Source: an optimization exercise on an open RTL-to-GDS flow (aim: small area). Production flows keep margins and buffers that such runs may drop. Only simulation tests tie the RTL to the original design; equivalence was not proved. The flow treats the clock pin as an ideal source, which a real chip does not have.

==> inputs of run A <==
## ung_rx_parser
module ung_rx_parser (
    input  wire        clk,
    input  wire        rst,           
    input  wire        rx_valid,
    input  wire [7:0]  rx_byte,
    output reg         evt_valid,
    output wire [7:0]  evt_addr,
    output wire [31:0] evt_w0,
    output wire [31:0] evt_volume,
    output wire [31:0] evt_amount,
    output wire [31:0] evt_price
);
    function [15:0] crc_step;
        input [15:0] c_in;
        input [7:0]  b;
        integer i;
        reg [15:0] c;
        begin
            c = c_in ^ {b, 8'h00};
            for (i = 0; i < 8; i = i + 1)
                c = c[15] ? ((c << 1) ^ 16'h1021) : (c << 1);
            crc_step = c;
        end
    endfunction
    function [26:0] rca27;
        input [26:0] a;
        input [26:0] b;
        input        cin;
        integer i;
        reg c;
        begin
            c = cin;
            for (i = 0; i < 27; i = i + 1) begin
                rca27[i] = a[i] ^ b[i] ^ c;
                c = (a[i] & b[i]) | (c & (a[i] ^ b[i]));
            end
        end
    endfunction
    reg [5:0]  cnt;               
    reg [7:0]  win0, win1, win2;  
    reg [15:0] crc;               
    reg [7:0]  addr;
    reg        k_st, k_va, k_pr;  
    reg        first;             
    reg [26:0] acc;
    reg [26:0] hold;
    wire is_end = (rx_byte == 8'hFA);
    wire push   = rx_valid && !is_end;
  ...
==> module ung_rx_parser, before the edit <==
module ung_rx_parser (
    input  wire        clk,
    input  wire        rst,           
    input  wire        rx_valid,
    input  wire [7:0]  rx_byte,
    output reg         evt_valid,
    output wire [7:0]  evt_addr,
    output wire [31:0] evt_w0,
    output wire [31:0] evt_volume,
    output wire [31:0] evt_amount,
    output wire [31:0] evt_price
);
    function [15:0] crc_step;
        input [15:0] c_in;
        input [7:0]  b;
        integer i;
        reg [15:0] c;
        begin
            c = c_in ^ {b, 8'h00};
            for (i = 0; i < 8; i = i + 1)
                c = c[15] ? ((c << 1) ^ 16'h1021) : (c << 1);
            crc_step = c;
        end
    endfunction
    function [26:0] rca27;
        input [26:0] a;
        input [26:0] b;
        input        cin;
        integer i;
        reg c;
        begin
            c = cin;
            for (i = 0; i < 27; i = i + 1) begin
                rca27[i] = a[i] ^ b[i] ^ c;
                c = (a[i] & b[i]) | (c & (a[i] ^ b[i]));
            end
        end
    endfunction
    reg [5:0]  cnt;               
    reg [7:0]  win0, win1, win2;  
    reg [15:0] crc;               
    reg [7:0]  addr;
    reg        k_st, k_va, k_pr;  
    reg        first;             
    reg [26:0] acc;
    reg [26:0] hold;
    wire is_end = (rx_byte == 8'hFA);
    wire push   = rx_valid && !is_end;
    wire step   = push && (cnt >= 6'd3);    
    wire overflow = push && (cnt == 6'd63);
    wire at0  = (cnt == 6'd3);
    wire at2  = (cnt == 6'd5);
    wire at3  = (cnt == 6'd6);
    wire at4  = (cnt == 6'd7);
    wire at5  = (cnt == 6'd8);
    wire at8  = (cnt == 6'd11);
    wire at9  = (cnt == 6'd12);
    wire [3:0] nh = win0[7:4];
    wire [3:0] nl = win0[3:0];
    wire       bcd_ok = (nh <= 4'd9) && (nl <= 4'd9);
    wire va_win = k_va && (cnt >= 6'd8) && (cnt <= 6'd15);    
    wire pr_win = k_pr && (cnt >= 6'd9);                      
    wire [19:0] acc_m = first ? 20'd0 : acc[19:0];
    wire h30 = nh[3] & nh[0];
    wire [26:0] rx = {1'b0, acc_m, nh[2] | nh[3], nh[1] | nh[3], nh[0] | nh[3],
                      nl[2] | nl[3], nl[1] | nl[3], nl[0] | nl[3]};
    wire [26:0] ry = {2'b0, acc_m, nh[3], nh[2] | nh[3], nh[1] | h30, nh[0], nl[3]};
    wire [26:0] rz = {5'b0, acc_m, h30, nl[3] & nl[0]};
    wire [26:0] csa_s = rx ^ ry ^ rz;
    wire [26:0] csa_c = {(rx[25:0] & ry[25:0]) | (rx[25:0] & rz[25:0]) |
                         (ry[25:0] & rz[25:0]), h30};
    wire [26:0] acc_next = rca27(csa_s, csa_c, h30);
    wire        big = (acc >= 27'd1000000);
    wire va_next = k_va && (win0 == 8'h04);    
    wire crc_match = (crc == {win1, win0});
    wire decode_ok = crc_match &&
                     ((k_st && cnt >= 6'd9) ||
                      (k_va && cnt >= 6'd16) ||
                      (k_pr && cnt >= 6'd10));
    always @(posedge clk) begin
        if (rst) begin
            cnt       <= 6'd0;
            evt_valid <= 1'b0;
        end else begin
            evt_valid <= rx_valid && is_end && decode_ok;
            if (rx_valid) begin
                if (is_end)
                    cnt <= 6'd0;
                else if (cnt != 6'd63)
                    cnt <= cnt + 6'd1;
            end
        end
    end
    always @(posedge clk) begin
        if (push) begin
            win0 <= win1;
            win1 <= win2;
            win2 <= rx_byte;
        end
        if (step) begin
            crc <= crc_step(at0 ? 16'hFFFF : crc, win0);
            first <= (at4 && va_next) || (at8 && k_va) || (at5 && !k_va);
            if (at0) addr <= win0;
            if (at2) begin
                k_st <= (win0 == 8'h81);
                k_pr <= (win0 == 8'h83);
                k_va <= 1'b0;
            end
            if (at3) begin
                k_st <= k_st && (win0 >= 8'd2);
                k_va <= k_st && (win0 >= 8'd8);
            end
            if (at4) begin
                k_st <= k_st && (win0 == 8'h00);
                k_va <= va_next;
            end
            if (at5)
                hold[7:0] <= win0;
            if (at9 && k_va)
                hold <= acc;
            if (va_win || pr_win) begin
                acc <= acc_next;
                if (!bcd_ok || (pr_win && !first && big)) begin
                    k_va <= 1'b0;
                    k_pr <= 1'b0;
                end
            end
            if (overflow) begin
                k_st <= 1'b0;
                k_va <= 1'b0;
                k_pr <= 1'b0;
            end
        end
    end
    assign evt_addr   = addr;
    assign evt_w0     = {11'd0, k_pr & hold[4], {4{k_pr}} & hold[3:0],
                         {8{k_st}} & hold[7:0], 2'b00,
                         k_pr, k_pr, k_pr, k_va, k_va, k_st};
    assign evt_volume = {5'd0, {27{k_va}} & hold};
    assign evt_amount = {5'd0, {27{k_va}} & acc};
    assign evt_price  = {5'd0, {27{k_pr}} & acc};
endmodule
Settings: LEC_CHECK=0, CAP_MARGIN=0, CORE_MARGIN=2, CORE_UTILIZATION=25, PLACE_DENSITY=0.6, SLEW_MARGIN=0; clock period 10.0 ns.
standard.sh (not shown) runs the stock make flow with config.mk's settings and CLKGATE_MAP_FILE= SYNTH_SCRIPT=/design/flow/synth_recipe.tcl, a recipe that flattens the netlist after the stock synthesis.
==> flow/flow/run.sh <==
#!/bin/bash
# The standard layout (standard.sh: standard synthesis, floorplan, place,
# CTS, route, finish) with two settings changed:
#  - the port buffers that global placement inserts use the smallest buffer
#    cell instead of the default one;
#  - clock tree synthesis uses clkbuf_8 buffers and no dummy loads.
# Every ORFS step writes its full log under orfs/logs/; make's own output
# goes to make.log here.
set -euo pipefail
bash standard.sh \
  "BUFFER_PORTS_ARGS=-buffer_cell sky130_fd_sc_hd__buf_1" \
  "CTS_ARGS=-sink_clustering_enable -repair_clock_nets -dont_use_dummy_load -buf_list sky130_fd_sc_hd__clkbuf_8" \
  finish > make.log 2>&1
==> run X: changes against run A <==
CAP_MARGIN = 20   (was 0)
PLACE_DENSITY = 0.85   (was 0.6)
SLEW_MARGIN = 20   (was 0)
==> run E: changes against run A <==
==> flow/flow/run.sh (replaced) <==
#!/bin/bash
# The standard layout (standard.sh: standard synthesis, floorplan, place,
# CTS, route, finish) with these changes:
#  - the port buffers that global placement inserts use the smallest buffer
#    cell instead of the default one;
#  - clock tree synthesis uses clkbuf_8 buffers, no dummy loads, and H-tree
#    leaves of up to CTS_LEAF_SINKS registers (flow/cts.py runs ORFS's cts.tcl
#    after setting that limit, which clock_tree_synthesis has no option for).
# Every ORFS step writes its full log under orfs/logs/ (the CTS step's log is
# orfs/logs/.../4_1_cts.log); make's own output goes to make_*.log here.
set -euo pipefail
here=$(pwd)
args=(
  "SKIP_REPAIR_TIE_FANOUT=1"
  "BUFFER_PORTS_ARGS=-buffer_cell sky130_fd_sc_hd__buf_1"
  "CTS_ARGS=-sink_clustering_enable -repair_clock_nets -dont_use_dummy_load -buf_list sky130_fd_sc_hd__clkbuf_8"
)
export CTS_LEAF_SINKS=20
bash standard.sh "${args[@]}" place > make_place.log 2>&1
bash standard.sh "${args[@]}" "RUN_SCRIPT=$here/flow/cts.py" RUN_LOG_NAME_STEM=4_1_cts run > make_cts.log 2>&1
test -f orfs/results/sky130hd/ung_rx_parser/base/4_1_cts.odb
bash standard.sh "${args[@]}" finish > make_finish.log 2>&1
==> flow/flow/cts.py (new file) <==
import os
from openroad import Design, Tech

tech = Tech()
design = Design(tech)
design.getTritonCts().getParms().setNumMaxLeafSinks(int(os.environ["CTS_LEAF_SINKS"]))
design.evalTclString("source $::env(SCRIPTS_DIR)/cts.tcl")
CAP_MARGIN = 20   (was 0)
PLACE_DENSITY = 0.85   (was 0.6)
SLEW_MARGIN = 20   (was 0)
==> run R: changes against run A <==
--- a/flow/design.v
+++ b/flow/design.v
@@ -13,11 +13,9 @@
     function [15:0] crc_step;
-        input [15:0] c_in;
+        input [15:0] c;
         input [7:0]  b;
-        integer i;
-        reg [15:0] c;
+        reg [7:0] x;
         begin
-            c = c_in ^ {b, 8'h00};
-            for (i = 0; i < 8; i = i + 1)
-                c = c[15] ? ((c << 1) ^ 16'h1021) : (c << 1);
-            crc_step = c;
+            x = c[15:8] ^ b;
+            x = x ^ {4'd0, x[7:4]};
+            crc_step = {c[7:0], 8'd0} ^ {x[3:0], 12'd0} ^ {3'd0, x, 5'd0} ^ {8'd0, x};
         end
==> flow/flow/run.sh (replaced) <==
#!/bin/bash
# The standard layout (standard.sh: standard synthesis, floorplan, place,
# CTS, route, finish) with these changes:
#  - the port buffers that global placement inserts use the smallest buffer
#    cell instead of the default one;
#  - clock tree synthesis uses clkbuf_8 buffers, no dummy loads, and H-tree
#    leaves of up to CTS_LEAF_SINKS registers (flow/cts.py runs ORFS's cts.tcl
#    after setting that limit, which clock_tree_synthesis has no option for).
# Every ORFS step writes its full log under orfs/logs/ (the CTS step's log is
# orfs/logs/.../4_1_cts.log); make's own output goes to make_*.log here.
set -euo pipefail
here=$(pwd)
args=(
  "SKIP_REPAIR_TIE_FANOUT=1"
  "BUFFER_PORTS_ARGS=-buffer_cell sky130_fd_sc_hd__buf_1"
  "CTS_ARGS=-sink_clustering_enable -repair_clock_nets -dont_use_dummy_load -buf_list sky130_fd_sc_hd__clkbuf_8"
)
export CTS_LEAF_SINKS=20
bash standard.sh "${args[@]}" place > make_place.log 2>&1
bash standard.sh "${args[@]}" "RUN_SCRIPT=$here/flow/cts.py" RUN_LOG_NAME_STEM=4_1_cts run > make_cts.log 2>&1
test -f orfs/results/sky130hd/ung_rx_parser/base/4_1_cts.odb
bash standard.sh "${args[@]}" finish > make_finish.log 2>&1
==> flow/flow/cts.py (new file) <==
import os
from openroad import Design, Tech

tech = Tech()
design = Design(tech)
design.getTritonCts().getParms().setNumMaxLeafSinks(int(os.environ["CTS_LEAF_SINKS"]))
design.evalTclString("source $::env(SCRIPTS_DIR)/cts.tcl")
CAP_MARGIN = 20   (was 0)
GPL_TIMING_DRIVEN = 0   (was default)
PLACE_DENSITY = 0.85   (was 0.6)
SLEW_MARGIN = 20   (was 0)
==> qor.csv <==
metric,value,unit
yosys.area_share.simple,0.173,
status,finished clean,
yosys.cell_types.count,54,
die_w,169,um
critPathMaxFanout,4,
whs,421,ps
period_minus_slack,9770,ps
drt_pass1_iterations,5,
reg2reg_from,win0[3]$_DFFE_PP_,
The numbers above come from run X.

==> qor.csv <==
metric,value,unit
reg2reg_from,win0[3]$_DFFE_PP_,
yosys.area_share.simple,0.173,
whs,401,ps
n_fill_cell,2721,
end_kind,flip-flop,
synthCells,551,
drt_pass1_iterations,4,
die_w,169,um
status,finished clean,
critPathMaxFanout,4,
period_minus_slack,9760,ps
The numbers above come from run A.

==> qor.csv <==
metric,value,unit
drt_pass1_iterations,5,
critPathMaxFanout,9,
reg2reg_from,win0[2]$_DFFE_PP_,
yosys.area_share.simple,0.180,
p_total,0.854,mW
die_w,170,um
status,finished clean,
synth_mux_area_frac,0.0148,
crit_buf_inv,5,
synthCells,555,
period_minus_slack,9800,ps
The numbers above come from run R.

==> qor.csv <==
metric,value,unit
worst_hold_startpoint,win2[4]$_DFFE_PP_,
seqCellArea,0.00332,mm2
die_w,169,um
yosys.area_share.simple,0.173,
numPortBuffers,119,
p_seq_frac,0.645,
whs,427,ps
period_minus_slack,9730,ps
track_usage,0.108,
p_total,0.831,mW
post-place-ws,-167,ps
switchingPower,0.188,mW
status,finished clean,
yosys.cell_types.count,54,
drt_pass1_iterations,5,
final_cell_mix,"119 x buf_1, 106 x edfxtp_1, 94 x and2_1",
sequentialPower,0.536,mW
critPathMaxFanout,4,
The numbers above come from run E.

-- afterwards: timing with drivers on the ports --
In the flow no input, the clock included, has a driving cell. The finished layouts below were timed again as built, in two steps. Step 1 sets driving cells, clkbuf_16 on the clock port and buf_2 on the other inputs (assumed; they add their load-dependent delay and slew). Step 2 adds t to the input delays and takes it off the output delays; t is the mean of the earliest and latest rising clock arrival at the registers after step 1. Input paths then give back, and output paths get back, about the clock's delay inside the block. Slacks: no drivers / after step 1 / after step 2; pairs: no drivers / after step 1.
| run | t (ns) | slack for setup (ns) | worst register clock-pin slew, ns |
|---|---|---|---|
| run A | 0.450 | 0.241 / 0.241 / 0.241 | 0.08 / 0.08 |
| run X | 0.453 | 0.228 / 0.228 / 0.228 | 0.08 / 0.08 |
| run E | 0.389 | 0.269 / 0.269 / 0.269 | 0.11 / 0.11 |
| run R | 0.402 | 0.199 / 0.199 / 0.199 | 0.11 / 0.11 |
After both steps setup and hold are still met in every run listed.
